From an optimization exercise on the open Yosys and OpenROAD flow, aimed at a short achievable clock period; shortcuts taken in it are not production practice. RTL that was checked went through simulation tests only; none was proved equivalent to the original. The RTL of runs 1 to 6 was laid out without a check of its function. No activity file was given, so power comes from the tool's default toggle rates.

File: design/flow/config.mk
export PLATFORM = sky130hd
export DESIGN_NAME = sport_frame_decoder
export DESIGN_NICKNAME = sport_frame_decoder
export VERILOG_FILES = /design/flow/design.v
export SDC_FILE = /design/flow/constraint.sdc
export NUM_CORES = 4
export LEC_CHECK = 0
export CAP_MARGIN = 20
export CORE_MARGIN = 2
export CORE_UTILIZATION = 55
export SETUP_SLACK_MARGIN = 3.2
export SLEW_MARGIN = 20
export SYNTH_HIERARCHICAL = 1
File: design/flow/constraint.sdc
create_clock -name core_clock -period 6.0 [get_ports {clk}]
set_input_delay 1.2000 -clock core_clock [delete_from_list [all_inputs] [get_ports {clk}]]
set_output_delay 1.2000 -clock core_clock [all_outputs]
set_load 0.01 [all_outputs]
File: design/flow/design.v
module sport_frame_decoder (
    input  wire        clk,
    input  wire        rst,         
    input  wire        in_valid,
    input  wire [7:0]  in_data,
    output wire        frame_valid,
    output wire [71:0] frame_data,
    output wire        evt_valid,
    output wire [3:0]  evt_kind,
    output wire [31:0] evt_value
);
    localparam [7:0] START     = 8'h7E;
    localparam [7:0] ESC       = 8'h7D;
    localparam [7:0] ESC_XOR   = 8'h20;
    localparam [7:0] DEVICE_ID = 8'h1B;
    localparam [7:0] FRAME_TYPE= 8'h10;
    reg       s_idle, s_pay, s_esc;
    reg [3:0] cur;
    reg       p8, e8;
    reg [63:0] fb;
    reg       acc_q;
    reg [3:0] kind_q;
    wire step   = in_valid && !rst;
    wire is_esc = (in_data == ESC);
    wire wr     = step && (s_esc || (s_pay && !is_esc));
    wire [7:0] wdata = s_esc ? (in_data ^ ESC_XOR) : in_data;
    wire [3:0] cur_next = cur + 4'd1;
    always @(posedge clk) begin
        if (rst) begin
            s_idle <= 1'b1;
            s_pay  <= 1'b0;
            s_esc  <= 1'b0;
            cur    <= 4'd0;
            p8     <= 1'b0;
            e8     <= 1'b0;
        end else if (in_valid) begin
            if (s_idle) begin
                if (in_data == START) begin
                    s_idle <= 1'b0;
                    s_pay  <= 1'b1;
                    cur    <= 4'd0;
                end
            end else if (s_pay) begin
                if (is_esc) begin
                    s_pay <= 1'b0;
                    s_esc <= 1'b1;
                    e8    <= p8;
                    p8    <= 1'b0;
                end else begin
                    cur    <= cur_next;
                    s_idle <= p8;
                    s_pay  <= !p8;
                    p8     <= (cur == 4'd7);
                    e8     <= 1'b0;
                end
            end else if (s_esc) begin
                cur    <= cur_next;
                s_idle <= e8;
                s_esc  <= 1'b0;
                s_pay  <= !e8;
                p8     <= (cur == 4'd7);
                e8     <= 1'b0;
            end
        end
    end
    integer k;
    always @(posedge clk) begin
        for (k = 0; k < 8; k = k + 1)
            if (wr && cur == k)
                fb[8*k +: 8] <= wdata;
    end
    wire [7:0]  device_id    = fb[7:0];
    wire [7:0]  frame_type   = fb[15:8];
    wire [15:0] data_type_id = fb[31:16];
    reg       known;
    reg [3:0] kind;
    always @(*) begin
        known = 1'b1;
        kind  = 4'd0;
        case (data_type_id)
            16'h0600: kind = 4'd0;    
            16'h0800: kind = 4'd1;    
            16'h0210: kind = 4'd2;    
            16'h0910: kind = 4'd3;    
            16'h0200: kind = 4'd4;    
            16'h0840: kind = 4'd5;    
            16'hF101: kind = 4'd6;    
            16'h0400: kind = 4'd7;    
            16'h0410: kind = 4'd8;    
            16'h0100: kind = 4'd9;    
            16'h0820: kind = 4'd10;   
            16'h0420: kind = 4'd11;   
            16'h0830: kind = 4'd12;   
            16'h0430: kind = 4'd13;   
            16'h0440: kind = 4'd14;   
            16'h0110: kind = 4'd15;   
            default:  known = 1'b0;
        endcase
    end
    always @(posedge clk) begin
        acc_q  <= (device_id == DEVICE_ID) && (frame_type == FRAME_TYPE) && known;
        kind_q <= kind;
    end
    localparam integer NA = 102;      
    localparam integer G  = 8;        
    localparam integer ND = (NA + G - 1) / G;
    wire        ep8 = e8 | p8;
    wire [3:0]  kv  = acc_q ? kind_q : 4'd0;
    wire [31:0] vv  = acc_q ? fb[63:32] : 32'd0;
    wire [NA-1:0] src = {vv, kv, acc_q, fb, 1'b1};
    wire [NA-1:0] z   = ep8 ? src : {NA{1'b0}};
    wire [NA-1:0] a_out;
    wire [ND-1:0] d_vr, d_nlo, d_nhi;
    genvar g, j;
    generate
        for (g = 0; g < ND; g = g + 1) begin : dec
            sfd_dec u_dec (
                .v(in_valid), .r(rst), .d(in_data),
                .vr(d_vr[g]), .nlo(d_nlo[g]), .nhi(d_nhi[g])
            );
        end
        for (j = 0; j < NA; j = j + 1) begin : bitg
            sfd_bit u_bit (
                .vr(d_vr[j / G]), .nlo(d_nlo[j / G]), .nhi(d_nhi[j / G]),
                .e8(e8), .z(z[j]), .y(a_out[j])
            );
        end
    endgenerate
    wire l_vr, l_nlo, l_nhi;
    sfd_dec u_ldec (
        .v(in_valid), .r(rst), .d(in_data),
        .vr(l_vr), .nlo(l_nlo), .nhi(l_nhi)
    );
    sfd_last u_last (
        .vr(l_vr), .nlo(l_nlo), .nhi(l_nhi), .d(in_data),
        .e8(e8), .p8(p8), .y(frame_data[71:64])
    );
    assign frame_valid       = a_out[0];
    assign frame_data[63:0]  = a_out[64:1];
    assign evt_valid         = a_out[65];
    assign evt_kind          = a_out[69:66];
    assign evt_value         = a_out[101:70];
endmodule
module sfd_dec (
    input  wire       v,
    input  wire       r,
    input  wire [7:0] d,
    output wire       vr,
    output wire       nlo,
    output wire       nhi
);
    assign vr  = v & ~r;
    assign nlo = (d[3:0] != 4'hD);
    assign nhi = (d[7:4] != 4'h7);
endmodule
module sfd_bit (
    input  wire vr,
    input  wire nlo,
    input  wire nhi,
    input  wire e8,
    input  wire z,
    output wire y
);
    assign y = vr & z & (e8 | nlo | nhi);
endmodule
module sfd_last (
    input  wire       vr,
    input  wire       nlo,
    input  wire       nhi,
    input  wire [7:0] d,
    input  wire       e8,
    input  wire       p8,
    output wire [7:0] y
);
    wire ce = vr & e8;
    wire cp = vr & p8 & (nlo | nhi);
    assign y = (ce ? (d ^ 8'h20) : 8'd0) | (cp ? d : 8'd0);
endmodule
File: design/flow/run.sh
#!/bin/bash
# synth_recipe.tcl (not shown) runs the flow's synth.tcl, then flattens the netlist and writes it again
# the make line also repeats each setting of config.mk as NAME=value (left out here)
make -C /OpenROAD-flow-scripts/flow DESIGN_CONFIG=/design/flow/config.mk WORK_HOME=/design/flow/orfs CLKGATE_MAP_FILE= SYNTH_SCRIPT=/design/flow/synth_recipe.tcl finish
==> reports/summary.txt, run 1 <==
hpwl dp -> 9.98 mm
design area -> 7510 µm²
CP cell instances -> buf_12 > buf_16 > nand4b_1 > o21ai_4 > buf_12 > o22ai_2 > buf_2
GRT Max-Usage Layer -> met2
DIE AREA -> 10400 µm²
Place WS -> 0.934 ns
Worst EP required -> 4.80 ns
Final #Nets -> 690
Die X -> 102 µm
Max rail drop VDD -> 170 µV
worst setup margin -> 2.44 ns
area leader, netlist -> edfxtp_1
worst slew pin tran -> 1.03 ns
top post-synthesis cells by count -> 102 x o311a_1, 67 x and2_1, 64 x edfxtp_1, 36 x and3_1, 29 x nand4b_1
skew final -> 0.0171 ns
Placed Area -> 6640 µm²
deepest clock path buffer count -> 2
hold-fix buffers at CTS -> 0
vias in the first global route -> 5267
Core Rows -> 35
Initial Util -> 56.9%
Post-synth ARST share -> 0%
Worst slew margin -> 31.4%
ANT nets after route -> 0
GR Overflow Total -> 0
fin cells -> 811
number of flops mapped to enable cells by yosys -> 64
WS Path Type -> primary input to output pin
GR met2 Demand/Resource -> 60.1%
Post-Route Setup TNS -> 0 ns
Fill cells -> 533
Ports -> 121
drt wl/cell -> 26.4 µm
RR Startpoint -> fb[27]
met1 Use GR -> 49.0%
Placer Congestion -> 0.872
core area -> 9240 µm²
pwr dens -> 151 nW/µm²
Setup crit start kind -> primary input
gr usage total -> 37.3%
Yosys top cell area share -> 36.5%
post-synthesis sequential area ratio -> 41.9%
Ys Warns -> 7
Primary FF master, synth -> edfxtp_1
synthesized instance count -> 490
slowest stage delay, CP -> 0.31 ns
Vias/cell -> 7.17
initial antenna violation count -> 1
crit path from -> in_data[3]
WHS Path Cells -> 2
crit end category -> output pin
Port Buf Inserts -> 120
period utilisation layout -> 59.4%
RSZ-0062 raised after global routing -> true
Tmin final -> 3.56 ns
CTS tree -> done
largest net degree at the start of global routing -> 107
share of layout cells above drive strength 1 -> 37.9%
Mapped Avg Cell Area -> 10.7 µm²
final hold vios -> 0
arrival time at the worst endpoint -> 2.36 ns
top-count cell post-synth -> o311a_1
met3 GRT Util -> 8.01%
min-delay src -> cur[3]
Max stage delay cell, worst path -> o21ai_4
DR iter-0 viols -> 756
drt first pass iters -> 6
Area contributors post-synth -> edfxtp_1 37%, o311a_1 19%, and2_1 8.0%
CP dominant cell by count -> buf_12
Mapped Nets -> 505
Layout area overhead -> 42.8%
maximum clock rate -> 281 MHz
TritonCTS Buffers -> 9
FF+latch count, synth -> 78
CTS root buf -> clkbuf_8
Post-Route WL -> 21.4 mm
Final Slew Violations -> 0
Reg clk slew, reported paths -> 0.08 ns
status -> complete, no violations
Worst-Skew Late Latency -> 0.37 ns
R2R cell count -> 4
vias after detailed routing -> 5818
Max H-tree Level -> 3
Pleak -> 3.04 nW
placed instance count -> 730
Synth cell types -> 66
Final Setup Violations -> 0
Die H -> 102 µm
CP Max Fanout -> 6
synthesized cell area -> 5260 µm²
DRC viols -> 0
first-pass GRT wire length -> 29.5 mm
Worst Hold Class -> flip-flop to flip-flop
Hold WS -> 0.522 ns
Max Cap Violations -> 0
CTS sink cnt -> 78
==> path summary, 6_finish.rpt <==
path,endpoint,slack (ns)
setup / recovery,frame_data[69],2.44
hold / removal,cur[3],0.52
setup reg to reg,acc_q,4.00
hold reg to reg,cur[3],0.52
==> modules after synthesis, one instance, submodules excluded <==
module	cell area [µm²]	flip-flops and latches	copies in the design	cells
sfd_bit	10.0	0	102	1
sport_frame_decoder	3800	78	1	326
sfd_last	109	0	1	20
sfd_dec	23.8	0	14	3
==> metal layers <==
layer | vias to the layer above | part of all wire (%)
li1 | 2446 | -
met1 | 2744 | 35
met2 | 474 | 47
met3 | 154 | 12
met4 | 0 | 6.3
met5 | - | 0
==> layout make-up <==
cell class / instances / area [µm²] / share of cell area [%]
Antenna cell: 2 / 5.00 / 0.0666
Clock buffer: 13 / 149 / 1.98
Clock inverter: 3 / 43.8 / 0.583
Inverter: 14 / 56.3 / 0.750
Multi-Input combinational cell: 379 / 3150 / 41.9
Sequential cell: 78 / 2210 / 29.4
Tap cell: 129 / 161 / 2.15
Timing Repair Buffer: 193 / 1740 / 23.2
==> registers in the layout (all words and copies together), names as in the netlist <==
name / cells
kind_q: 4
s_pay: 1
e8: 1
acc_q: 1
p8: 1
fb: 64
s_idle: 1
s_esc: 1
cur: 4
==> power by group <==
part	internal, W	total (W)	switching (W)
sequential	0.000583	0.000583	0.0000000858
clock	0.000205	0.000408	0.000203
combinational	0.0000666	0.000146	0.0000795
==> per-stage QoR <==
step / total power (W) / util, %
floorplan: 0.000623 / -
global placement: 0.000667 / 71.9
detailed placement: 0.000668 / 71.9
CTS: 0.00110 / 78.2
global route: 0.00115 / 81.3
finish: 0.00114 / 81.3
==> cell usage in the layout (no fill, tap or decap), types with 13 or more instances in the layout <==
cell type,count
and3_1,36
buf_2,101
and2_1,63
buf_6,37
edfxtp_1,64
nand4b_1,29
nand2_1,16
inv_1,13
o311a_1,102
buf_4,29
==> timing repair <==
item,4_1_cts,5_1_grt
setup buffers,46,6
gates resized for setup,601,33
setup endpoints to repair,191,174
cloned,8,3
pin swaps,77,60
==> critical path, delay by kind of cell <==
family,cells,cell delay (ns)
buf+inv,4,0.56
compound gates,2,0.38
simple gates,1,0.21
==> kinds of logic after synthesis <==
| logic type | after synthesis | share of synthesized area [%] |
|---|---|---|
| AOI/OAI and AO/OA | 148 | 26.0 |
| and+or+nand+nor | 221 | 27.5 |
| DFF | 78 | 41.9 |
| buffers and inverters | 34 | 2.81 |
| xor gates and xnor gates | 3 | 0.500 |
| muxes | 2 | 0.381 |
| adders and majority gates | 4 | 0.952 |
==> run 2, diff against run 1 <==
--- a/design/flow/design.v
+++ b/design/flow/design.v
@@ -108,33 +108,35 @@
     wire [3:0]  kv  = acc_q ? kind_q : 4'd0;
     wire [31:0] vv  = acc_q ? fb[63:32] : 32'd0;
     wire [NA-1:0] src = {vv, kv, acc_q, fb, 1'b1};
-    wire [NA-1:0] z   = ep8 ? src : {NA{1'b0}};
+    wire [NA-1:0] zn  = ~(ep8 ? src : {NA{1'b0}});
     wire [NA-1:0] a_out;
-    wire [ND-1:0] d_vr, d_nlo, d_nhi;
+    wire [ND-1:0] cn;
     genvar g, j;
     generate
         for (g = 0; g < ND; g = g + 1) begin : dec
             sfd_dec u_dec (
-                .v(in_valid), .r(rst), .d(in_data),
-                .vr(d_vr[g]), .nlo(d_nlo[g]), .nhi(d_nhi[g])
+                .v(in_valid), .r(rst), .d(in_data), .e8(e8), .cn(cn[g])
             );
         end
         for (j = 0; j < NA; j = j + 1) begin : bitg
-            sfd_bit u_bit (
-                .vr(d_vr[j / G]), .nlo(d_nlo[j / G]), .nhi(d_nhi[j / G]),
-                .e8(e8), .z(z[j]), .y(a_out[j])
-            );
+            sfd_nor u_bit (.a(cn[j / G]), .b(zn[j]), .y(a_out[j]));
         end
     endgenerate
-    wire l_vr, l_nlo, l_nhi;
-    sfd_dec u_ldec (
-        .v(in_valid), .r(rst), .d(in_data),
-        .vr(l_vr), .nlo(l_nlo), .nhi(l_nhi)
+    wire       ln;
+    wire [7:0] dn;
+    sfd_decl u_ldec (
+        .v(in_valid), .r(rst), .d(in_data), .e8(e8), .ep8(ep8), .cn(ln)
     );
-    sfd_last u_last (
-        .vr(l_vr), .nlo(l_nlo), .nhi(l_nhi), .d(in_data),
-        .e8(e8), .p8(p8), .y(frame_data[71:64])
-    );
+    generate
+        for (j = 0; j < 8; j = j + 1) begin : lastg
+            if (j == 5) begin : fl
+                sfd_xnor u_x (.a(in_data[j]), .b(e8), .y(dn[j]));
+            end else begin : pl
+                sfd_inv u_i (.a(in_data[j]), .y(dn[j]));
+            end
+            sfd_nor u_bit (.a(ln), .b(dn[j]), .y(frame_data[64 + j]));
+        end
+    endgenerate
     assign frame_valid       = a_out[0];
     assign frame_data[63:0]  = a_out[64:1];
     assign evt_valid         = a_out[65];
@@ -145,34 +147,38 @@
     input  wire       v,
     input  wire       r,
     input  wire [7:0] d,
-    output wire       vr,
-    output wire       nlo,
-    output wire       nhi
+    input  wire       e8,
+    output wire       cn
 );
-    assign vr  = v & ~r;
-    assign nlo = (d[3:0] != 4'hD);
-    assign nhi = (d[7:4] != 4'h7);
+    assign cn = ~(v & ~r & (e8 | (d != 8'h7D)));
 endmodule
-module sfd_bit (
-    input  wire vr,
-    input  wire nlo,
-    input  wire nhi,
-    input  wire e8,
-    input  wire z,
+module sfd_decl (
+    input  wire       v,
+    input  wire       r,
+    input  wire [7:0] d,
+    input  wire       e8,
+    input  wire       ep8,
+    output wire       cn
+);
+    assign cn = ~(v & ~r & ep8 & (e8 | (d != 8'h7D)));
+endmodule
+module sfd_nor (
+    input  wire a,
+    input  wire b,
     output wire y
 );
-    assign y = vr & z & (e8 | nlo | nhi);
+    assign y = ~(a | b);
 endmodule
-module sfd_last (
-    input  wire       vr,
-    input  wire       nlo,
-    input  wire       nhi,
-    input  wire [7:0] d,
-    input  wire       e8,
-    input  wire       p8,
-    output wire [7:0] y
+module sfd_inv (
+    input  wire a,
+    output wire y
 );
-    wire ce = vr & e8;
-    wire cp = vr & p8 & (nlo | nhi);
-    assign y = (ce ? (d ^ 8'h20) : 8'd0) | (cp ? d : 8'd0);
+    assign y = ~a;
 endmodule
+module sfd_xnor (
+    input  wire a,
+    input  wire b,
+    output wire y
+);
+    assign y = ~(a ^ b);
+endmodule
--- a/design/flow/config.mk
+++ b/design/flow/config.mk
@@ -7,7 +7,7 @@
 export LEC_CHECK = 0
 export CAP_MARGIN = 20
 export CORE_MARGIN = 2
-export CORE_UTILIZATION = 55
+export CORE_UTILIZATION = 45
 export SETUP_SLACK_MARGIN = 3.2
 export SLEW_MARGIN = 20
 export SYNTH_HIERARCHICAL = 1
==> run 2 against run 1 <==
Register-to-register slack about the same. Synthesized area shrank 13%. Clock power shrank 6.9%. Sequential share of layout area rose by 0.45 points. Clock-buffer cell count is 4 lower. Synthesized cell count grew 4.7%. Non-clock buffer count shrank 17. Still clean on timing, DRC and antenna. Die area grew 6.0%. Sequential cell count unchanged.
==> reports/summary.txt, run 2 <==
Hold WS -> 0.551 ns
Setup crit start kind -> primary input
CTS sink cnt -> 78
share of layout cells above drive strength 1 -> 47.0%
n_diodes -> 0
DRC viols -> 0
RSZ-0062 raised after global routing -> true
synthesized cell area -> 4570 µm²
skew final -> 0.0101 ns
met1 Use GR -> 39.7%
largest net degree at the start of global routing -> 51
Layout area overhead -> 61.7%
CTS root buf -> clkbuf_8
status -> complete, no violations
GR met2 Demand/Resource -> 49.6%
FF+latch count, synth -> 78
DIE AREA -> 11000 µm²
Worst-Skew Late Latency -> 0.36 ns
GR Overflow Total -> 0
Max Cap Violations -> 0
max reg flops -> 64
CTS tree -> done
drt first pass iters -> 6
WS Path Type -> primary input to output pin
Synth cell types -> 56
Port Buf Inserts -> 120
final hold vios -> 0
Worst Hold Class -> flip-flop to flip-flop
hpwl dp -> 8.69 mm
design area -> 7400 µm²
Ys Warns -> 7
GRT Max-Usage Layer -> met2
top post-synthesis cells by count -> 125 x nor2_1, 79 x nand2_1, 64 x edfxtp_1, 47 x nand3_1, 30 x inv_1
Initial Util -> 46.6%
Final Power -> 0.00115 W
largest register by flop count -> fb
Mapped Nets -> 528
Max rail drop VDD -> 119 µV
number of flops mapped to enable cells by yosys -> 64
most common library cell in the layout ignoring fill and taps -> buf_2
Area contributors post-synth -> edfxtp_1 42%, nor2_1 10%, nand2_1 6.5%
drt wl/cell -> 20.7 µm
Post-synth ARST share -> 0%
CP Max Fanout -> 6
commonest cells after routing, fill and taps aside -> 86 x buf_2, 79 x nand2_1, 66 x nor2_1, 64 x edfxtp_1, 53 x buf_6
Worst EP required -> 4.80 ns
Max H-tree Level -> 3
Ports -> 121
Layout Utilization -> 75.3%
DR iter-0 viols -> 328
Pleak -> 2.74 nW
Placer Congestion -> 0.875
Mapped Avg Cell Area -> 8.92 µm²
biggest regs -> fb (64), cur (4), kind_q (4)
Yosys top cell area share -> 42.0%
vias after detailed routing -> 4730
Die H -> 105 µm
pwr dens -> 156 nW/µm²
Die X -> 105 µm
Final Slew Violations -> 0
TritonCTS Buffers -> 9
first-pass GRT wire length -> 25.2 mm
initial antenna violation count -> 0
post-synthesis sequential area ratio -> 48.1%
synthesized instance count -> 513
maximum clock rate -> 290 MHz
core area -> 9820 µm²
crit end category -> output pin
Post-Route WL -> 17.0 mm
Tmin final -> 3.45 ns
Placed Area -> 6070 µm²
Fill cells -> 689
ANT nets after route -> 0
vias in the first global route -> 4449
arrival time at the worst endpoint -> 2.25 ns
area leader, netlist -> edfxtp_1
Final #Nets -> 697
Final Setup Violations -> 0
worst slew pin tran -> 0.963 ns
Worst slew margin -> 35.6%
Post-Route Setup TNS -> 0 ns
gr usage total -> 29.6%
Vias/cell -> 5.77
Core Rows -> 36
Reg clk slew, reported paths -> 0.08 ns
top-count cell post-synth -> nor2_1
period utilisation layout -> 57.4%
Primary FF master, synth -> edfxtp_1
deepest clock path buffer count -> 2
met3 GRT Util -> 5.80%
[run 2: layer usage]
metal  share of wire [%]  vias to the layer above
met4                 2.1                        0
met5                   0                        -
li1                    -                     2158
met2                  50                      225
met1                  40                     2317
met3                 7.9                       30
[run 2: kinds of logic (layout without fill, tap and decap cells)]
logic type,count (synthesis),count (layout),share of synthesized area [%]
flip-flops,78,78,48.1
buffers and inverters,50,222,4.29
adder cells (fa/ha/maj),4,4,1.09
AND/OR/NAND/NOR,333,335,36.0
XOR/XNOR,7,7,1.34
AO/OA/AOI/OAI,41,41,9.11
[run 2: path summary, 6_finish.rpt]
path | start | to | slack (ns) | cells past startpoint
worst max register to register | fb[18] | acc_q | 4.00 | 5
worst min register to register | cur[3] | cur[3] | 0.55 | 2
worst min-delay path | cur[3] | cur[3] | 0.55 | 2
worst max-delay path | in_data[1] | frame_data[45] | 2.55 | 7
[run 2: metrics by stage]
stage	worst slack, ns	std cells
4_1_cts	2.56	815
3_3_place_gp	1.07	751
3_5_place_dp	1.05	751
6_report	2.55	820
2_1_floorplan	2.92	513
5_1_grt	2.54	820
[run 2: area by class of cell]
cell class / instances / area [µm²] / share of cell area, %
timing repair buffer: 176 / 1720 / 23.3
tap: 133 / 166 / 2.25
clock inverter: 7 / 62.6 / 0.846
clock buffer: 9 / 124 / 1.67
multi-input combinational: 387 / 3000 / 40.6
inverter: 30 / 113 / 1.52
sequential: 78 / 2210 / 29.8
[run 2: repair_timing]
action,CTS,global route
gates cloned,9,4
resized for setup,630,91
hold endpoints to repair,0,0
buffers inserted,39,1
setup endpoints to repair,191,172
hold buffers,0,0
pin swaps,32,12
[run 2: power by group]
part	leakage (nW)	switching [W]	internal, W	total [W]
sequential	0.689	0.00000224	0.000585	0.000587
combinational	1.96	0.0000928	0.0000940	0.000187
clock	0.0931	0.000220	0.000160	0.000380
total	2.74	0.000315	0.000838	0.00115
[run 2: Yosys stat by module, one instance, submodules excluded]
module	flip-flops and latches	times used	cell area (µm²)	cells inside
sfd_nor	0	110	3.75	1
sfd_decl	0	1	43.8	5
sport_frame_decoder	78	1	3530	325
sfd_inv	0	7	3.75	1
sfd_dec	0	13	42.5	5
sfd_xnor	0	1	8.76	1
[run 2: worst max-delay path, stage by stage]
cell,delay [ns]
buf_16,0.12
nand4bb_4,0.21
o311ai_4,0.25
buf_6,0.17
buf_6,0.13
nor2_2,0.04
buf_2,0.13
==> run 3, diff against run 2 <==
--- a/design/flow/design.v
+++ b/design/flow/design.v
@@ -102,7 +102,7 @@
         kind_q <= kind;
     end
     localparam integer NA = 102;      
-    localparam integer G  = 8;        
+    localparam integer G  = 4;        
     localparam integer ND = (NA + G - 1) / G;
     wire        ep8 = e8 | p8;
     wire [3:0]  kv  = acc_q ? kind_q : 4'd0;
==> run 3 against run 2 <==
Total power up 40%. Still clean on timing, DRC and antenna. Clock-buffer cell count up 1. Cell count up 22%. Clock skew up 0.00089 ns. Critical path depth up 1. Synthesized cell count up 13%. Synthesized area up 12%. Via count up 45%.
==> reports/summary.txt, run 3 <==
fin cells -> 1002
Worst slew margin -> 26.7%
drt wl/cell -> 30.3 µm
CP cell instances -> buf_16 > buf_16 > nand4bb_4 > o311ai_4 > buf_4 > buf_4 > nor2_1 > buf_2
largest register by flop count -> fb
pwr dens -> 163 nW/µm²
multi-input logic area -> 3920 µm²
Setup crit start kind -> primary input
DR iter-0 viols -> 1328
Crit path max-delay family -> buffers and inverters
max reg flops -> 64
hpwl dp -> 9.51 mm
Max stage delay cell, worst path -> o311ai_4
CTS sink cnt -> 78
Initial Util -> 46.7%
Post-synth ARST share -> 0%
Max Cap Violations -> 0
skew final -> 0.0110 ns
final hold vios -> 0
Reg clk slew, reported paths -> 0.07 ns
CTS tree -> done
Vias/cell -> 6.82
Final #Nets -> 872
biggest regs -> fb (64), cur (4), kind_q (4)
status -> complete, no violations
Port Buf Inserts -> 120
register area -> 2210 µm²
placed instance count -> 829
DIE AREA -> 12300 µm²
number of flops mapped to enable cells by yosys -> 64
commonest cells after routing, fill and taps aside -> 79 x nand2_1, 76 x buf_6, 75 x buf_4, 67 x nor2_1, 64 x edfxtp_1
Primary FF master, synth -> edfxtp_1
share of layout cells above drive strength 1 -> 53.2%
area leader, netlist -> edfxtp_1
Tmin final -> 3.73 ns
Final Setup Violations -> 0
n_diodes -> 0
Synth cell types -> 56
CP Buf/Inv Count -> 5
Place WS -> 0.956 ns
Placer Congestion -> 0.844
CP Max Fanout -> 7
Ys Warns -> 7
arrival time at the worst endpoint -> 2.53 ns
Mapped Nets -> 593
Placed Area -> 6520 µm²
Post-Route Setup TNS -> 0 ns
top-count cell post-synth -> nor2_1
worst slew pin tran -> 1.10 ns
drt first pass iters -> 6
synthesized cell area -> 5130 µm²
ANT nets after route -> 0
crit end category -> output pin
worst setup margin -> 2.27 ns
Die H -> 111 µm
synthesized instance count -> 578
Max rail drop VDD -> 155 µV
period utilisation layout -> 62.2%
core area -> 11000 µm²
Fill cells -> 373
first-pass GRT wire length -> 33.1 mm
Mapped Avg Cell Area -> 8.87 µm²
vias in the first global route -> 5740
design area -> 9950 µm²
WS Path Type -> primary input to output pin
slowest stage delay, CP -> 0.34 ns
Ports -> 121
TritonCTS Buffers -> 9
RSZ-0062 raised after global routing -> true
Worst EP required -> 4.80 ns
Post-Route WL -> 30.4 mm
deepest clock path buffer count -> 2
gr usage total -> 34.8%
Area contributors post-synth -> edfxtp_1 37%, nor2_1 9.2%, o311ai_2 8.2%
Pleak -> 3.83 nW
Layout area overhead -> 94.1%
initial antenna violation count -> 0
Max H-tree Level -> 3
DRC viols -> 0
Worst-Skew Late Latency -> 0.36 ns
CTS root buf -> clkbuf_16
Core Rows -> 38
maximum clock rate -> 268 MHz
most common library cell in the layout ignoring fill and taps -> nand2_1
vias after detailed routing -> 6838
post-synthesis sequential area ratio -> 42.9%
largest net degree at the start of global routing -> 34
FF+latch count, synth -> 78
GR Overflow Total -> 0
hold-fix buffers at CTS -> 0
top post-synthesis cells by count -> 125 x nor2_1, 79 x nand2_1, 64 x edfxtp_1, 60 x nand3_1, 43 x inv_1
Yosys top cell area share -> 37.5%
Final Slew Violations -> 0
Worst Hold Class -> flip-flop to flip-flop
Die X -> 111 µm
Hold WS -> 0.615 ns
==> run 3: kinds of logic after synthesis <==
kind of cell | after synthesis | synth area share (%)
AND/OR/NAND/NOR | 372 | 37.8
XOR/XNOR | 7 | 1.20
AO/OA/AOI/OAI | 54 | 12.3
flip-flops | 78 | 42.9
adder cells (fa/ha/maj) | 4 | 0.976
buffers and inverters | 63 | 4.78
==> run 3: worst min-delay path: stages, from the launching register on <==
cell	delay (ns)
dfxtp_1	0.37
or3b_2	0.13
a21oi_1	0.06
==> run 3: power breakdown <==
| part | internal (W) | switching [W] |
|---|---|---|
| logic | 0.000192 | 0.000185 |
| clock network | 0.000407 | 0.000247 |
| registers | 0.000585 | 0.00000281 |
| total | 0.00118 | 0.000434 |
==> run 3: repair_timing <==
item | CTS | global route
endpoints found under the setup margin | 191 | 144
pin swaps | 51 | 47
buffers inserted | 95 | 34
cloned | 17 | 11
resized for setup | 567 | 253
==> run 3: path summary, 6_finish.rpt <==
path / slack, ns / from / cells after the start / endpoint
max: 2.27 / in_data[1] / 8 / frame_data[15]
min: 0.61 / cur[3] / 2 / p8
max reg2reg: 3.99 / fb[19] / 5 / acc_q
min reg2reg: 0.61 / cur[3] / 2 / p8
==> run 3: Yosys stat by module, one instance, submodules excluded <==
module,area (µm²),cells,copies in the design,flops+latches
sfd_decl,43.8,5,1,0
sfd_nor,3.75,1,110,0
sfd_xnor,8.76,1,1,0
sfd_dec,42.5,5,26,0
sfd_inv,3.75,1,7,0
sport_frame_decoder,3530,325,1,78
==> run 3: routing by layer <==
layer  vias up  share of wire [%]  track usage [%]
met3       229                 14             7.27
met1      3247                 32             43.1
li1       2642                  -                -
met4         0                8.2             16.7
met2       720                 46             57.9
met5         -                  0                0
==> run 3: final cells by class <==
class / count / share of cell area (%)
repair buffers: 287 / 31.7
inverters: 43 / 1.62
flip-flops and latches: 78 / 22.2
clock inverters: 6 / 1.11
multi-input cells: 438 / 39.4
well taps: 140 / 1.76
clock buffers: 10 / 2.30
==> run 3: metrics by stage <==
stage | util, % | total power (W)
2_1_floorplan | - | 0.000650
3_3_place_gp | 59.3 | 0.000706
3_5_place_dp | 59.3 | 0.000708
4_1_cts | 78.5 | 0.00148
5_1_grt | 90.6 | 0.00163
6_report | 90.6 | 0.00162
==> run 4, diff against run 3 <==
--- a/design/flow/design.v
+++ b/design/flow/design.v
@@ -102,7 +102,7 @@
         kind_q <= kind;
     end
     localparam integer NA = 102;      
-    localparam integer G  = 4;        
+    localparam integer G  = 12;        
     localparam integer ND = (NA + G - 1) / G;
     wire        ep8 = e8 | p8;
     wire [3:0]  kv  = acc_q ? kind_q : 4'd0;
==> run 4 against run 3 <==
Still clean. Register-to-register slack better by 0.07 ns. Clock-buffer cell count is 1 lower. Clock skew is 0.0061 ns higher. Die area is 14% lower. Total power is 28% lower. Wire length is 42% lower. Global-route usage is 5.7 points lower. Critical path depth is 1 higher. Critical path type unchanged.
==> reports/summary.txt, run 4 <==
Synth cell types -> 56
register area -> 2200 µm²
CP Max Fanout -> 6
top post-synthesis cells by count -> 125 x nor2_1, 79 x nand2_1, 64 x edfxtp_1, 43 x nand3_1, 26 x inv_1
vias after detailed routing -> 4681
core area -> 9640 µm²
max reg flops -> 64
CTS sink cnt -> 78
Ys Warns -> 7
Placer Congestion -> 0.888
CTS root buf -> clkbuf_8
hold-fix buffers at CTS -> 0
final hold vios -> 0
TritonCTS Buffers -> 9
complex-gate fraction of the synthesized area -> 7.98%
Vias/cell -> 5.65
FF+latch count, synth -> 78
Place WS -> 0.942 ns
DR iter-0 viols -> 390
top-count cell post-synth -> nor2_1
Post-Route Setup TNS -> 0 ns
Final #Nets -> 705
biggest regs -> fb (64), cur (4), kind_q (4)
synthesized instance count -> 493
hpwl dp -> 8.95 mm
worst slew pin tran -> 0.906 ns
Ports -> 121
Die X -> 103 µm
synthesized cell area -> 4400 µm²
DRC viols -> 0
Post-synth ARST share -> 0%
Primary FF master, synth -> edfxtp_1
Final Power -> 0.00117 W
Final Slew Violations -> 0
DIE AREA -> 10600 µm²
largest net degree at the start of global routing -> 33
n_diodes -> 0
first-pass GRT wire length -> 23.0 mm
largest register by flop count -> fb
commonest cells after routing, fill and taps aside -> 79 x nand2_1, 66 x buf_6, 64 x edfxtp_1, 61 x buf_2, 59 x nor2_1
Setup crit start kind -> primary input
main combinational cell family by area after synthesis -> simple AND/OR/NAND/NOR gates
Max H-tree Level -> 3
deepest clock path buffer count -> 2
RSZ-0062 raised after global routing -> true
most common library cell in the layout ignoring fill and taps -> nand2_1
maximum clock rate -> 273 MHz
Worst-Skew Late Latency -> 0.36 ns
Max rail drop VDD -> 185 µV
Worst Hold Class -> flip-flop to flip-flop
Worst EP required -> 4.80 ns
Fill cells -> 577
Max Cap Violations -> 0
CTS tree -> done
number of flops mapped to enable cells by yosys -> 64
GR Overflow Total -> 0
multi-input logic area -> 2850 µm²
Port Buf Inserts -> 120
Die H -> 103 µm
Hold WS -> 0.551 ns
mux cell area share after synthesis -> 0%
XOR/XNOR Fraction of Synth Area -> 1.39%
Area contributors post-synth -> edfxtp_1 44%, nor2_1 11%, nand2_1 6.7%
share of layout cells above drive strength 1 -> 50.1%
WS Path Type -> primary input to output pin
Synth Area in Adders -> 1.14%
Layout Utilization -> 81.0%
status -> complete, no violations
pwr dens -> 150 nW/µm²
Pleak -> 2.89 nW
Mapped Avg Cell Area -> 8.93 µm²
post-synthesis sequential area ratio -> 50.0%
Worst slew margin -> 39.4%
drt wl/cell -> 21.1 µm
Final Setup Violations -> 0
worst setup margin -> 2.34 ns
skew final -> 0.0170 ns
arrival time at the worst endpoint -> 2.46 ns
Tmin final -> 3.66 ns
period utilisation layout -> 61.0%
Mapped Nets -> 508
Layout area overhead -> 77.3%
gr usage total -> 29.0%
ANT nets after route -> 0
Synth Area in Simple Gates -> 35.4%
Reg clk slew, reported paths -> 0.08 ns
area leader, netlist -> edfxtp_1
Core Rows -> 36
vias in the first global route -> 4224
crit end category -> output pin
drt first pass iters -> 5
initial antenna violation count -> 0
Post-Route WL -> 17.5 mm
Yosys top cell area share -> 43.6%
Initial Util -> 45.7%
[run 4: changes by cell type in the layout (fill, tap and decap cells not counted), sizes merged, moves of 3 or more]
cell	before	now
inv	44	31
nand2b	32	15
nand4bb	27	10
clkbuf	38	12
bufinv	3	0
buf	257	200
o311ai	26	9
nand3	60	43
[run 4: power breakdown]
part,switching [W],internal [W]
logic,0.0000944,0.000110
registers,0.00000203,0.000585
clock network,0.000223,0.000159
total,0.000319,0.000854
[run 4: stage by stage]
stage               area [µm²]  cells
global placement          5990    735
finish                    7810    828
CTS                       6960    809
floorplan                 4640    493
detailed placement        5990    735
global route              7810    828
[run 4: per-module statistics from Yosys, one instance, submodules excluded]
module | flip-flops and latches | cells
sfd_dec | 0 | 5
sport_frame_decoder | 78 | 325
sfd_inv | 0 | 1
sfd_decl | 0 | 5
sfd_nor | 0 | 1
sfd_xnor | 0 | 1
[run 4: logic make-up after synthesis]
| kind of cell | Yosys count |
|---|---|
| AO/OA/AOI/OAI | 37 |
| XOR/XNOR | 7 |
| adder cells (fa/ha/maj) | 4 |
| buffers and inverters | 46 |
| flip-flops | 78 |
| AND/OR/NAND/NOR | 321 |
[run 4: routing by layer]
metal	track usage (%)	part of all wire, %
met5	0	0
met4	8.20	3.3
met2	46.8	49
met1	40.1	40
met3	5.69	7.9
[run 4: final timing paths]
kind	slack, ns	cells after the start	from	end
setup reg to reg	4.06	5	fb[18]	acc_q
setup / recovery	2.34	9	in_data[0]	frame_data[55]
hold / removal	0.55	2	cur[3]	cur[3]
hold reg to reg	0.55	2	cur[3]	cur[3]
[run 4: area by class of cell]
type | instances | share of cell area [%]
multi-input combinational | 370 | 36.4
timing repair buffer | 205 | 29.6
sequential | 78 | 28.2
tap | 133 | 2.13
clock buffer | 9 | 1.59
inverter | 26 | 1.25
clock inverter | 7 | 0.785
[run 4: worst max-delay path, cell delays in order]
cell and delay [ns]:
buf_16 0.10, buf_8 0.13, nand4bb_4 0.12, o311ai_4 0.32, buf_6 0.18, buf_16 0.12
buf_6 0.10, nor2_1 0.04, buf_2 0.14
[run 4: repair_timing]
action / 4_1_cts / 5_1_grt
gates cloned: 11 / 3
resized for setup: 613 / 146
pin swaps: 21 / 15
endpoints found under the hold margin: 0 / 0
setup endpoints to repair: 191 / 174
setup buffers: 47 / 16
==> run 5, diff against run 4 <==
--- a/design/flow/design.v
+++ b/design/flow/design.v
@@ -102,7 +102,7 @@
         kind_q <= kind;
     end
     localparam integer NA = 102;      
-    localparam integer G  = 12;        
+    localparam integer G  = 8;        
     localparam integer ND = (NA + G - 1) / G;
     wire        ep8 = e8 | p8;
     wire [3:0]  kv  = acc_q ? kind_q : 4'd0;
--- a/design/flow/config.mk
+++ b/design/flow/config.mk
@@ -7,7 +7,7 @@
 export LEC_CHECK = 0
 export CAP_MARGIN = 20
 export CORE_MARGIN = 2
-export CORE_UTILIZATION = 45
-export SETUP_SLACK_MARGIN = 3.2
+export CORE_UTILIZATION = 40
+export SETUP_SLACK_MARGIN = 5
 export SLEW_MARGIN = 20
 export SYNTH_HIERARCHICAL = 1
==> run 5 against run 4 <==
Sequential share of layout area decreased by 3.3 points. First-iteration DRC count increased by 18%. Total power increased by 18%. Maximum frequency increased by 1.4%. Largest cell class unchanged. Largest power group unchanged.
==> reports/summary.txt, run 5 <==
status -> complete, no violations
synthesized cell area -> 4570 µm²
initial antenna violation count -> 1
WHS Path Cells -> 2
Final Power -> 0.00139 W
CTS root buf -> clkbuf_16
DR iter-0 viols -> 461
Layout area overhead -> 93.4%
deepest clock path buffer count -> 2
vias in the first global route -> 4817
largest net degree at the start of global routing -> 36
share of layout cells above drive strength 1 -> 56.4%
Post-synth ARST share -> 0%
n_diodes -> 0
Max H-tree Level -> 3
top post-synthesis cells by count -> 125 x nor2_1, 79 x nand2_1, 64 x edfxtp_1, 47 x nand3_1, 30 x inv_1
Mapped Avg Cell Area -> 8.92 µm²
r2r setup slk -> 4.09 ns
number of flops mapped to enable cells by yosys -> 64
Mapped Nets -> 528
first-pass GRT wire length -> 27.3 mm
DRC viols -> 0
drt wl/cell -> 23.0 µm
design area -> 8850 µm²
Core Rows -> 39
worst slew pin tran -> 0.697 ns
hpwl dp -> 9.28 mm
Worst-Skew Late Latency -> 0.34 ns
largest register by flop count -> fb
skew final -> 0.00948 ns
GR Overflow Total -> 0
max reg flops -> 64
Die X -> 111 µm
Hold WS -> 0.551 ns
area leader, netlist -> edfxtp_1
post-synthesis sequential area ratio -> 48.1%
Synth Area in Adders -> 1.09%
vias after detailed routing -> 5247
Hold EP -> cur[0]
Max rail drop VDD -> 149 µV
arrival time at the worst endpoint -> 2.41 ns
WS Path Type -> primary input to output pin
Initial Util -> 40.6%
min-delay src -> cur[0]
Reg clk slew, reported paths -> 0.06 ns
Synth cell types -> 56
mux cell area share after synthesis -> 0%
Area contributors post-synth -> edfxtp_1 42%, nor2_1 10%, nand2_1 6.5%
Worst EP required -> 4.80 ns
ANT nets after route -> 0
Vias/cell -> 5.81
drt first pass iters -> 6
Worst Hold Class -> flip-flop to flip-flop
maximum clock rate -> 277 MHz
Setup crit start kind -> primary input
Ys Warns -> 7
top-count cell post-synth -> nor2_1
Placed Area -> 6220 µm²
XOR/XNOR Fraction of Synth Area -> 1.34%
Critical R2R Capture -> acc_q
core area -> 11300 µm²
Synth Area in Simple Gates -> 36.0%
FF+latch count, synth -> 78
RSZ-0062 raised after global routing -> true
Final Setup Violations -> 0
Port Buf Inserts -> 120
DIE AREA -> 12300 µm²
Pleak -> 3.31 nW
Placer Congestion -> 0.876
TritonCTS Buffers -> 9
Yosys top cell area share -> 42.0%
gr usage total -> 28.6%
Fill cells -> 665
Tmin final -> 3.61 ns
pwr dens -> 157 nW/µm²
period utilisation layout -> 60.2%
Max Cap Violations -> 0
Final #Nets -> 770
Ports -> 121
biggest regs -> fb (64), cur (4), kind_q (4)
main combinational cell family by area after synthesis -> simple AND/OR/NAND/NOR gates
Post-Route WL -> 20.7 mm
multi-input logic area -> 3320 µm²
CTS sink cnt -> 78
RR Startpoint -> fb[16]
Post-Route Setup TNS -> 0 ns
R2R cell count -> 6
register area -> 2210 µm²
crit end category -> output pin
final hold vios -> 0
most common library cell in the layout ignoring fill and taps -> buf_6
Worst slew margin -> 53.6%
Primary FF master, synth -> edfxtp_1
Die H -> 111 µm
complex-gate fraction of the synthesized area -> 9.11%
CP Max Fanout -> 6
synthesized instance count -> 513
Final Slew Violations -> 0
commonest cells after routing, fill and taps aside -> 112 x buf_6, 78 x nand2_1, 65 x buf_2, 64 x edfxtp_1, 48 x nor2_1
CTS tree -> done
run 5: repair_timing:
action	in CTS	in global routing
cloned	11	3
endpoints found under the setup margin	252	252
gates resized for setup	646	210
hold buffers	0	0
endpoints found under the hold margin	0	0
setup buffers	76	33
pin swaps	42	38
run 5: per-module statistics from Yosys (local to each module, per instance):
module               cells inside  flip-flops and latches  times used
sfd_dec                         5                       0          13
sfd_decl                        5                       0           1
sfd_inv                         1                       0           7
sfd_nor                         1                       0         110
sfd_xnor                        1                       0           1
sport_frame_decoder           325                      78           1
run 5: cell families (layout without fill, tap and decap cells):
kind of cell	Yosys count	count (layout)
buffers and inverters	50	296
xor gates and xnor gates	7	7
DFF	78	78
AOI/OAI and AO/OA	41	41
adders and majority gates	4	4
and+or+nand+nor	333	334
run 5: worst max-delay path: stages:
cell       delay [ns]
buf_16           0.13
nand4bb_4        0.24
o311ai_4         0.39
buf_6            0.17
buf_6            0.10
nor2_1           0.04
buf_2            0.13
run 5: worst max path at each step:
stage                                 to  slack [ns]        from
after floorplan              evt_kind[0]        2.92  in_data[1]
after global placement    frame_data[56]        0.93  in_data[0]
after detailed placement  frame_data[57]        0.89  in_data[0]
after CTS                 frame_data[66]        2.56  in_data[7]
after global routing       frame_data[2]        2.40  in_data[1]
final                      frame_data[2]        2.39  in_data[1]
run 5: area by class of cell:
type | count | area share (%)
inverter | 30 | 1.27
multi-input combinational | 386 | 37.5
clock buffer | 10 | 2.70
tap | 143 | 2.02
timing repair buffer | 250 | 30.9
clock inverter | 6 | 0.594
sequential | 78 | 25.0
run 5: power breakdown:
part	total (W)	leakage, nW	switching, W	internal (W)
combinational	0.000258	2.49	0.000119	0.000139
sequential	0.000588	0.689	0.00000259	0.000585
clock	0.000542	0.138	0.000243	0.000298
total	0.00139	3.31	0.000365	0.00102
run 5: through the flow:
stage / std cells / worst slack [ns] / utilization [%]
2_1_floorplan: 513 / 2.92 / -
3_3_place_gp: 764 / 0.928 / 55.2
3_5_place_dp: 764 / 0.889 / 55.2
4_1_cts: 867 / 2.56 / 67.6
5_1_grt: 903 / 2.40 / 78.5
6_report: 903 / 2.39 / 78.5
run 5: metal layers:
metal  share of wire [%]  vias to the layer above  global-route usage (%)  wire length (µm)
li1                    -                     2301                       -                 -
met1                  38                     2568                    36.4              7840
met2                  49                      292                    48.0             10200
met3                 7.1                       86                    7.44              1480
met4                 5.9                        0                    8.50              1230
met5                   0                        -                       0                 0
==> run 6, diff against run 5 <==
--- a/design/flow/design.v
+++ b/design/flow/design.v
@@ -110,31 +110,33 @@
     wire [NA-1:0] src = {vv, kv, acc_q, fb, 1'b1};
     wire [NA-1:0] zn  = ~(ep8 ? src : {NA{1'b0}});
     wire [NA-1:0] a_out;
-    wire [ND-1:0] cn;
+    wire [ND-1:0] mn, vrn;
     genvar g, j;
     generate
         for (g = 0; g < ND; g = g + 1) begin : dec
             sfd_dec u_dec (
-                .v(in_valid), .r(rst), .d(in_data), .e8(e8), .cn(cn[g])
+                .v(in_valid), .r(rst), .d(in_data), .e8(e8),
+                .mn(mn[g]), .vrn(vrn[g])
             );
         end
         for (j = 0; j < NA; j = j + 1) begin : bitg
-            sfd_nor u_bit (.a(cn[j / G]), .b(zn[j]), .y(a_out[j]));
+            g_nor3 u_bit (.a(mn[j / G]), .b(vrn[j / G]), .c(zn[j]), .y(a_out[j]));
         end
     endgenerate
-    wire       ln;
+    wire       lmn, lvrn;
     wire [7:0] dn;
     sfd_decl u_ldec (
-        .v(in_valid), .r(rst), .d(in_data), .e8(e8), .ep8(ep8), .cn(ln)
+        .v(in_valid), .r(rst), .d(in_data), .e8(e8), .en(ep8),
+        .mn(lmn), .vrn(lvrn)
     );
     generate
         for (j = 0; j < 8; j = j + 1) begin : lastg
             if (j == 5) begin : fl
-                sfd_xnor u_x (.a(in_data[j]), .b(e8), .y(dn[j]));
+                g_xnor2 u_x (.a(in_data[j]), .b(e8), .y(dn[j]));
             end else begin : pl
-                sfd_inv u_i (.a(in_data[j]), .y(dn[j]));
+                g_inv u_i (.a(in_data[j]), .y(dn[j]));
             end
-            sfd_nor u_bit (.a(ln), .b(dn[j]), .y(frame_data[64 + j]));
+            g_nor3 u_bit (.a(lmn), .b(lvrn), .c(dn[j]), .y(frame_data[64 + j]));
         end
     endgenerate
     assign frame_valid       = a_out[0];
@@ -148,34 +150,69 @@
     input  wire       r,
     input  wire [7:0] d,
     input  wire       e8,
-    output wire       cn
-);
-    assign cn = ~(v & ~r & (e8 | (d != 8'h7D)));
+    output wire       mn,
+    output wire       vrn
+);
+    wire nlo, nhi;
+    g_nand4b u_lo  (.an(d[1]), .b(d[0]), .c(d[2]), .d(d[3]), .y(nlo));
+    g_nand4b u_hi  (.an(d[7]), .b(d[4]), .c(d[5]), .d(d[6]), .y(nhi));
+    g_nor3   u_m   (.a(nlo), .b(nhi), .c(e8), .y(mn));
+    g_vrn    u_vr  (.v(v), .r(r), .y(vrn));
 endmodule
 module sfd_decl (
     input  wire       v,
     input  wire       r,
     input  wire [7:0] d,
     input  wire       e8,
-    input  wire       ep8,
-    output wire       cn
-);
-    assign cn = ~(v & ~r & ep8 & (e8 | (d != 8'h7D)));
-endmodule
-module sfd_nor (
+    input  wire       en,
+    output wire       mn,
+    output wire       vrn
+);
+    wire nlo, nhi;
+    g_nand4b u_lo  (.an(d[1]), .b(d[0]), .c(d[2]), .d(d[3]), .y(nlo));
+    g_nand4b u_hi  (.an(d[7]), .b(d[4]), .c(d[5]), .d(d[6]), .y(nhi));
+    g_nor3   u_m   (.a(nlo), .b(nhi), .c(e8), .y(mn));
+    g_vrne   u_vr  (.v(v), .r(r), .en(en), .y(vrn));
+endmodule
+module g_vrn (
+    input  wire v,
+    input  wire r,
+    output wire y
+);
+    assign y = ~(v & ~r);
+endmodule
+module g_vrne (
+    input  wire v,
+    input  wire r,
+    input  wire en,
+    output wire y
+);
+    assign y = ~(v & ~r & en);
+endmodule
+module g_nand4b (
+    input  wire an,
+    input  wire b,
+    input  wire c,
+    input  wire d,
+    output wire y
+);
+    assign y = ~(~an & b & c & d);
+endmodule
+module g_nor3 (
     input  wire a,
     input  wire b,
-    output wire y
-);
-    assign y = ~(a | b);
-endmodule
-module sfd_inv (
+    input  wire c,
+    output wire y
+);
+    assign y = ~(a | b | c);
+endmodule
+module g_inv (
     input  wire a,
     output wire y
 );
     assign y = ~a;
 endmodule
-module sfd_xnor (
+module g_xnor2 (
     input  wire a,
     input  wire b,
     output wire y
--- a/design/flow/config.mk
+++ b/design/flow/config.mk
@@ -7,7 +7,7 @@
 export LEC_CHECK = 0
 export CAP_MARGIN = 20
 export CORE_MARGIN = 2
-export CORE_UTILIZATION = 40
-export SETUP_SLACK_MARGIN = 5
+export CORE_UTILIZATION = 45
+export SETUP_SLACK_MARGIN = 3.2
 export SLEW_MARGIN = 20
 export SYNTH_HIERARCHICAL = 1
==> run 6 against run 5 <==
Global-route usage down 1.8 points. Non-clock buffer count is 88 lower. Clock-buffer cell count increased by 1. Cell count down 11%. Worst setup slack improved by 0.24 ns. Critical path depth down 1. Core utilization decreased by 12 points. Via count decreased by 9.7%. Clock power fell by 3.9%.
==> reports/summary.txt, run 6 <==
deepest clock path buffer count -> 2
top post-synthesis cells by count -> 124 x nor3_2, 78 x nand2_1, 64 x edfxtp_1, 34 x nand3_1, 29 x nand4b_1
Setup crit start kind -> primary input
post-synthesis sequential area ratio -> 42.8%
Max rail drop VDD -> 132 µV
Initial Util -> 45.6%
Core Rows -> 39
Worst Hold Class -> flip-flop to flip-flop
Yosys top cell area share -> 37.4%
CP Max Fanout -> 6
max reg flops -> 64
multi-input logic area -> 3340 µm²
most common library cell in the layout ignoring fill and taps -> buf_2
drt first pass iters -> 5
synthesized cell area -> 5140 µm²
RSZ-0062 raised after global routing -> true
Worst slew margin -> 30.6%
Die H -> 111 µm
Area contributors post-synth -> edfxtp_1 37%, nor3_2 24%, nand2_1 5.7%
slowest stage delay, CP -> 0.27 ns
DIE AREA -> 12300 µm²
status -> complete, no violations
Max H-tree Level -> 3
CTS sink cnt -> 78
worst slew pin tran -> 1.04 ns
Port Buf Inserts -> 120
gr usage total -> 26.8%
hpwl dp -> 9.97 mm
Max stage delay cell, worst path -> nor3_4
FF+latch count, synth -> 78
Final Setup Violations -> 0
vias in the first global route -> 4613
Post-Route WL -> 17.0 mm
Worst EP required -> 4.80 ns
Final #Nets -> 669
synthesized instance count -> 499
Fill cells -> 892
crit end category -> output pin
TritonCTS Buffers -> 9
maximum clock rate -> 297 MHz
DRC viols -> 0
placed instance count -> 749
period utilisation layout -> 56.2%
CTS tree -> done
GR Overflow Total -> 0
Post-Route Setup TNS -> 0 ns
Final Slew Violations -> 0
fin cells -> 802
Tmin final -> 3.37 ns
design area -> 7480 µm²
Mapped Nets -> 514
Post-synth ARST share -> 0%
top-count cell post-synth -> nor3_2
biggest regs -> fb (64), cur (4), kind_q (4)
vias after detailed routing -> 4737
share of layout cells above drive strength 1 -> 51.3%
drt wl/cell -> 21.2 µm
Mapped Avg Cell Area -> 10.3 µm²
Pleak -> 2.57 nW
Die X -> 111 µm
Synth cell types -> 53
n_diodes -> 0
initial antenna violation count -> 0
Vias/cell -> 5.91
CTS root buf -> clkbuf_16
ANT nets after route -> 0
Placed Area -> 6580 µm²
final hold vios -> 0
Primary FF master, synth -> edfxtp_1
largest net degree at the start of global routing -> 40
number of flops mapped to enable cells by yosys -> 64
Layout Utilization -> 66.4%
Reg clk slew, reported paths -> 0.06 ns
largest register by flop count -> fb
area leader, netlist -> edfxtp_1
WS Path Type -> primary input to output pin
commonest cells after routing, fill and taps aside -> 107 x buf_2, 78 x nand2_1, 64 x edfxtp_1, 62 x nor3_2, 62 x nor3_4
Max Cap Violations -> 0
R2R cell count -> 5
Ys Warns -> 7
skew final -> 0.00866 ns
first-pass GRT wire length -> 26.0 mm
WHS Path Cells -> 2
Ports -> 121
core area -> 11300 µm²
arrival time at the worst endpoint -> 2.17 ns
register area -> 2210 µm²
CP cell instances -> buf_16 > nand4b_1 > nor3_4 > buf_6 > nor3_2 > buf_2
pwr dens -> 164 nW/µm²
Layout area overhead -> 45.5%
Placer Congestion -> 0.858
Worst-Skew Late Latency -> 0.33 ns
DR iter-0 viols -> 351
## run 6: cell types whose count changed after synthesis, moves of 13 or more
cell | previous run | this run
nand4b_1 | 1 | 29
nand3_1 | 47 | 34
nand4bb_1 | 14 | 0
inv_1 | 30 | 17
nor3_2 | 0 | 124
o311ai_2 | 13 | 0
nor2_1 | 125 | 15
## run 6: final cells by class
type | instances | area share, %
multi-input combinational | 386 | 44.6
sequential | 78 | 29.5
timing repair buffer | 162 | 18.8
clock buffer | 11 | 3.40
tap | 143 | 2.39
inverter | 17 | 0.853
clock inverter | 5 | 0.401
## run 6: routing by layer
layer	up-vias	wire length, µm	global-route usage (%)	part of all wire (%)
met5	-	0	0	0
met4	0	480	8.75	2.8
met3	41	1450	5.58	8.6
met2	244	8110	42.1	48
met1	2265	6930	37.2	41
li1	2187	-	-	-
## run 6: Yosys stat by module, one instance, submodules excluded, excerpt
module               flops+latches  cell area [µm²]
sport_frame_decoder             78             3530
g_nor3                           0             10.0
g_nand4b                         0             8.76
g_xnor2                          0             8.76
g_vrne                           0             7.51
g_vrn                            0             6.26
g_inv                            0             3.75
## run 6: repair_timing
action	4_1_cts	5_1_grt
cloned	6	3
buffers inserted	21	7
endpoints found under the setup margin	191	174
resized for setup	584	57
pin swaps	113	29
hold buffers	0	0
## run 6: where the power goes
part / total (W) / internal, W / switching [W]
logic: 0.000121 / 0.0000493 / 0.0000713
clock network: 0.000521 / 0.000304 / 0.000217
registers: 0.000588 / 0.000586 / 0.00000225
## run 6: path summary, 6_finish.rpt
path | end | startpoint | slack (ns)
setup reg to reg | acc_q | fb[18] | 4.04
setup / recovery | frame_data[49] | in_data[7] | 2.63
hold / removal | cur[3] | cur[3] | 0.54
hold reg to reg | cur[3] | cur[3] | 0.54
## run 6: per-stage QoR
stage	worst slack (ns)	total power, W	hold slack [ns]
after global placement	1.01	0.000672	0.508
after floorplan	2.87	0.000632	0.470
after detailed placement	0.944	0.000673	0.500
after global routing	2.57	0.00126	0.590
after CTS	2.66	0.00121	0.539
final	2.63	0.00123	0.536
## run 6: kinds of logic (layout without fill, tap and decap cells)
family / count (synthesis) / count (layout) / share of synthesized area (%)
AO/OA/AOI/OAI: 27 / 27 / 3.75
XOR/XNOR: 7 / 7 / 1.19
adder cells (fa/ha/maj): 4 / 4 / 0.974
buffers and inverters: 37 / 195 / 2.87
flip-flops: 78 / 78 / 42.8
AND/OR/NAND/NOR: 346 / 348 / 48.4
## run 6: worst max-delay path, delay by kind of cell
kind	cells	cell delay (ns)
buffers and inverters	3	0.42
and+or+nand+nor	3	0.55
==> run 7, diff against run 6 <==
--- a/design/flow/design.v
+++ b/design/flow/design.v
@@ -105,29 +105,28 @@
     localparam integer G  = 8;        
     localparam integer ND = (NA + G - 1) / G;
     wire        ep8 = e8 | p8;
+    wire        e8n = ~e8;
     wire [3:0]  kv  = acc_q ? kind_q : 4'd0;
     wire [31:0] vv  = acc_q ? fb[63:32] : 32'd0;
     wire [NA-1:0] src = {vv, kv, acc_q, fb, 1'b1};
     wire [NA-1:0] zn  = ~(ep8 ? src : {NA{1'b0}});
     wire [NA-1:0] a_out;
-    wire [ND-1:0] mn, vrn;
+    wire [ND-1:0] cn;
     genvar g, j;
     generate
         for (g = 0; g < ND; g = g + 1) begin : dec
             sfd_dec u_dec (
-                .v(in_valid), .r(rst), .d(in_data), .e8(e8),
-                .mn(mn[g]), .vrn(vrn[g])
+                .v(in_valid), .r(rst), .d(in_data), .e8n(e8n), .cn(cn[g])
             );
         end
         for (j = 0; j < NA; j = j + 1) begin : bitg
-            g_nor3 u_bit (.a(mn[j / G]), .b(vrn[j / G]), .c(zn[j]), .y(a_out[j]));
+            g_nor2 u_bit (.a(cn[j / G]), .b(zn[j]), .y(a_out[j]));
         end
     endgenerate
-    wire       lmn, lvrn;
+    wire       ln;
     wire [7:0] dn;
     sfd_decl u_ldec (
-        .v(in_valid), .r(rst), .d(in_data), .e8(e8), .en(ep8),
-        .mn(lmn), .vrn(lvrn)
+        .v(in_valid), .r(rst), .d(in_data), .e8n(e8n), .en(ep8), .cn(ln)
     );
     generate
         for (j = 0; j < 8; j = j + 1) begin : lastg
@@ -136,7 +135,7 @@
             end else begin : pl
                 g_inv u_i (.a(in_data[j]), .y(dn[j]));
             end
-            g_nor3 u_bit (.a(lmn), .b(lvrn), .c(dn[j]), .y(frame_data[64 + j]));
+            g_nor2 u_bit (.a(ln), .b(dn[j]), .y(frame_data[64 + j]));
         end
     endgenerate
     assign frame_valid       = a_out[0];
@@ -149,45 +148,49 @@
     input  wire       v,
     input  wire       r,
     input  wire [7:0] d,
-    input  wire       e8,
-    output wire       mn,
-    output wire       vrn
-);
-    wire nlo, nhi;
+    input  wire       e8n,
+    output wire       cn
+);
+    wire nlo, nhi, eqlo, eqhi, m, vr;
     g_nand4b u_lo  (.an(d[1]), .b(d[0]), .c(d[2]), .d(d[3]), .y(nlo));
     g_nand4b u_hi  (.an(d[7]), .b(d[4]), .c(d[5]), .d(d[6]), .y(nhi));
-    g_nor3   u_m   (.a(nlo), .b(nhi), .c(e8), .y(mn));
-    g_vrn    u_vr  (.v(v), .r(r), .y(vrn));
+    g_inv    u_ilo (.a(nlo), .y(eqlo));
+    g_inv    u_ihi (.a(nhi), .y(eqhi));
+    g_nand3  u_m   (.a(eqlo), .b(eqhi), .c(e8n), .y(m));
+    g_vr2    u_vr  (.v(v), .r(r), .y(vr));
+    g_nand2  u_cn  (.a(vr), .b(m), .y(cn));
 endmodule
 module sfd_decl (
     input  wire       v,
     input  wire       r,
     input  wire [7:0] d,
-    input  wire       e8,
+    input  wire       e8n,
     input  wire       en,
-    output wire       mn,
-    output wire       vrn
-);
-    wire nlo, nhi;
+    output wire       cn
+);
+    wire nlo, nhi, eqlo, eqhi, m, vr;
     g_nand4b u_lo  (.an(d[1]), .b(d[0]), .c(d[2]), .d(d[3]), .y(nlo));
     g_nand4b u_hi  (.an(d[7]), .b(d[4]), .c(d[5]), .d(d[6]), .y(nhi));
-    g_nor3   u_m   (.a(nlo), .b(nhi), .c(e8), .y(mn));
-    g_vrne   u_vr  (.v(v), .r(r), .en(en), .y(vrn));
-endmodule
-module g_vrn (
+    g_inv    u_ilo (.a(nlo), .y(eqlo));
+    g_inv    u_ihi (.a(nhi), .y(eqhi));
+    g_nand3  u_m   (.a(eqlo), .b(eqhi), .c(e8n), .y(m));
+    g_vr     u_vr  (.v(v), .r(r), .en(en), .y(vr));
+    g_nand2  u_cn  (.a(vr), .b(m), .y(cn));
+endmodule
+module g_vr2 (
     input  wire v,
     input  wire r,
     output wire y
 );
-    assign y = ~(v & ~r);
-endmodule
-module g_vrne (
+    assign y = v & ~r;
+endmodule
+module g_vr (
     input  wire v,
     input  wire r,
     input  wire en,
     output wire y
 );
-    assign y = ~(v & ~r & en);
+    assign y = v & ~r & en;
 endmodule
 module g_nand4b (
     input  wire an,
@@ -198,13 +201,27 @@
 );
     assign y = ~(~an & b & c & d);
 endmodule
-module g_nor3 (
+module g_nand3 (
     input  wire a,
     input  wire b,
     input  wire c,
     output wire y
 );
-    assign y = ~(a | b | c);
+    assign y = ~(a & b & c);
+endmodule
+module g_nand2 (
+    input  wire a,
+    input  wire b,
+    output wire y
+);
+    assign y = ~(a & b);
+endmodule
+module g_nor2 (
+    input  wire a,
+    input  wire b,
+    output wire y
+);
+    assign y = ~(a | b);
 endmodule
 module g_inv (
     input  wire a,
==> run 7 against run 6 <==
Still clean. Worst setup slack improved by 0.045 ns. Hold slack improved by 0.0014 ns. Die area fell by 9.3%. Clock power down 15%.
==> reports/summary.txt, run 7 <==
Pleak -> 2.64 nW
Die H -> 106 µm
initial antenna violation count -> 0
Post-Route WL -> 14.9 mm
Final Slew Violations -> 0
largest register by flop count -> fb
Worst EP required -> 4.80 ns
Vias/cell -> 5.44
Initial Util -> 45.6%
vias in the first global route -> 4220
met2 WL -> 7.08 mm
Fill cells -> 884
WHS Path Cells -> 2
most common library cell in the layout ignoring fill and taps -> buf_2
post-synthesis sequential area ratio -> 47.4%
Post-Route Setup TNS -> 0 ns
XOR/XNOR Fraction of Synth Area -> 1.32%
CTS tree -> done
DR iter-0 viols -> 372
register share of total power -> 50.9%
Tmin final -> 3.33 ns
n_diodes -> 0
Max rail drop VDD -> 134 µV
Max H-tree Level -> 3
Synth Area in Adders -> 1.08%
Primary FF master, synth -> edfxtp_1
Post-synth ARST share -> 0%
DR top layer -> met4
core area -> 10200 µm²
design area -> 6630 µm²
crit end category -> output pin
complex-gate fraction of the synthesized area -> 4.15%
DRC viols -> 0
Die X -> 106 µm
deepest clock path buffer count -> 2
clock share of power -> 38.4%
Setup crit start kind -> primary input
biggest regs -> fb (64), cur (4), kind_q (4)
Core Rows -> 37
WL met1 -> 6.47 mm
Synth cell types -> 53
Max Cap Violations -> 0
metal3 WL -> 998 µm
CP Max Fanout -> 8
TritonCTS Buffers -> 9
vias after detailed routing -> 4525
Final #Nets -> 706
drt wl/cell -> 17.9 µm
Area contributors post-synth -> edfxtp_1 41%, nor2_1 10%, nand2_1 7.4%
drt first pass iters -> 5
Ports -> 121
Net Sw Power -> 0.000273 W
status -> complete, no violations
skew final -> 0.00703 ns
slowest stage delay, CP -> 0.16 ns
mux cell area share after synthesis -> 0%
Int Pwr -> 0.000882 W
multi-input logic area -> 2590 µm²
synthesized instance count -> 542
Synth Area in Simple Gates -> 40.5%
main combinational cell family by area after synthesis -> simple AND/OR/NAND/NOR gates
switching share of power -> 23.6%
CP cell instances -> buf_12 > buf_8 > nand4b_1 > inv_1 > nand3_2 > nand2_4 > nor2_1 > buf_2
Port Buf Inserts -> 120
area leader, netlist -> edfxtp_1
GR Overflow Total -> 0
hpwl dp -> 9.07 mm
Worst slew margin -> 24.8%
Worst Hold Class -> flip-flop to flip-flop
Ys Warns -> 7
number of flops mapped to enable cells by yosys -> 64
arrival time at the worst endpoint -> 2.13 ns
Max stage delay cell, worst path -> nand2_4
register area -> 2210 µm²
pwr dens -> 174 nW/µm²
R2R cell count -> 5
period utilisation layout -> 55.4%
DIE AREA -> 11100 µm²
FF+latch count, synth -> 78
hold-fix buffers at CTS -> 0
commonest cells after routing, fill and taps aside -> 99 x buf_2, 78 x nand2_1, 64 x edfxtp_1, 63 x nor2_1, 50 x nor2_2
Yosys top cell area share -> 41.4%
worst slew pin tran -> 1.12 ns
CTS sink cnt -> 78
share of layout cells above drive strength 1 -> 42.1%
Placer Congestion -> 0.824
maximum clock rate -> 301 MHz
largest net degree at the start of global routing -> 37
RSZ-0062 raised after global routing -> true
Layout area overhead -> 42.7%
first-pass GRT wire length -> 23.0 mm
max reg flops -> 64
combinational share of power -> 10.8%
ANT nets after route -> 0
Mapped Nets -> 557
Worst-Skew Late Latency -> 0.35 ns
Placed Area -> 6020 µm²
top-count cell post-synth -> nor2_1
Final Setup Violations -> 0
gr usage total -> 26.5%
Mapped Avg Cell Area -> 8.56 µm²
WS Path Type -> primary input to output pin
final hold vios -> 0
CTS root buf -> clkbuf_8
synthesized cell area -> 4640 µm²
Reg clk slew, reported paths -> 0.08 ns
top post-synthesis cells by count -> 125 x nor2_1, 92 x nand2_1, 64 x edfxtp_1, 48 x nand3_1, 46 x inv_1
[run 7: cells by family after synthesis]
logic type	after synthesis
AO/OA/AOI/OAI	27
adder cells (fa/ha/maj)	4
buffers and inverters	66
flip-flops	78
XOR/XNOR	7
AND/OR/NAND/NOR	360
[run 7: per-module statistics from Yosys (local to each module, per instance), a selection]
| module | times used | flops+latches | cells |
|---|---|---|---|
| g_inv | 35 | 0 | 1 |
| g_nor2 | 110 | 0 | 1 |
| g_nand3 | 14 | 0 | 1 |
| g_xnor2 | 1 | 0 | 1 |
| g_vr | 1 | 0 | 1 |
| g_nand4b | 28 | 0 | 1 |
| g_nand2 | 14 | 0 | 1 |
| sport_frame_decoder | 1 | 78 | 326 |
| g_vr2 | 13 | 0 | 1 |
[run 7: metrics by stage]
stage / worst slack [ns] / total power, W / hold slack, ns / util [%] / std cells
finish: 2.67 / 0.00115 / 0.537 / 65.0 / 832
global route: 2.61 / 0.00119 / 0.549 / 65.0 / 832
CTS: 2.68 / 0.00114 / 0.530 / 61.9 / 829
detailed placement: 1.23 / 0.000676 / 0.502 / 59.2 / 786
global placement: 1.27 / 0.000675 / 0.498 / 59.2 / 786
floorplan: 3.12 / 0.000633 / 0.470 / - / 542
[run 7: critical path, delay by kind of cell]
kind / cells / cell delay [ns]
buffers and inverters: 4 / 0.46
and+or+nand+nor: 4 / 0.47
[run 7: final cells by class]
| type | instances | area share, % |
|---|---|---|
| clock buffers | 10 | 1.93 |
| clock inverters | 6 | 1.42 |
| inverters | 46 | 2.61 |
| multi-input cells | 399 | 39.1 |
| flip-flops and latches | 78 | 33.3 |
| well taps | 136 | 2.57 |
| repair buffers | 157 | 19.1 |
[run 7: power groups by stage]
stage          Combinational [W]  Sequential (W)  Clock, W
3_5_place_dp           0.0000761        0.000600         0
4_1_cts                 0.000111        0.000587  0.000445
5_1_grt                 0.000131        0.000587  0.000470
2_1_floorplan          0.0000343        0.000598         0
3_3_place_gp           0.0000751        0.000600         0
6_report                0.000125        0.000587  0.000443
[run 7: timing repair]
action	in CTS	in global routing
pin swaps	29	28
setup buffers	21	2
resized for setup	580	84
setup endpoints to repair	191	174
gates cloned	6	1
[run 7: metal layers]
layer	track usage, %	vias up
li1	-	2159
met1	36.8	2173
met2	41.3	171
met3	5.26	22
met4	9.49	0
met5	0	-
[run 7: path summary, 6_finish.rpt]
check                           slack [ns]       start            end
worst min register to register        0.54          p8             p8
worst max register to register        3.97      fb[18]          acc_q
worst max-delay path                  2.67  in_data[7]  frame_data[1]
worst min-delay path                  0.54          p8             p8

## port drivers added, routing unchanged
The results above use ideal ports. As a check the final layouts listed here were re-extracted and re-timed, cells and wires unchanged.
Step 1 sets driving cells, clkbuf_16 on the clock port and buf_2 on the other inputs (assumed; they add their load-dependent delay and slew).
Step 2, shift: input delay + t, output delay - t, t = (earliest + latest rising clock arrival at the registers) / 2. This alone moves slack from input paths to output paths.
Three values: ideal, step 1, step 2; two values: the first two.
| run | t, ns | setup slack, ns |
|---|---|---|
| run 1 | 0.393 | 2.438 / 2.248 / 2.248 |
| run 2 | 0.393 | 2.554 / 2.343 / 2.343 |
| run 3 | 0.406 | 2.267 / 2.181 / 2.181 |
| run 4 | 0.383 | 2.341 / 2.205 / 2.205 |
| run 5 | 0.372 | 2.390 / 2.136 / 2.136 |
| run 6 | 0.370 | 2.628 / 2.468 / 2.468 |
| run 7 | 0.376 | 2.673 / 2.521 / 2.521 |
After both steps setup and hold are still met in every run listed.
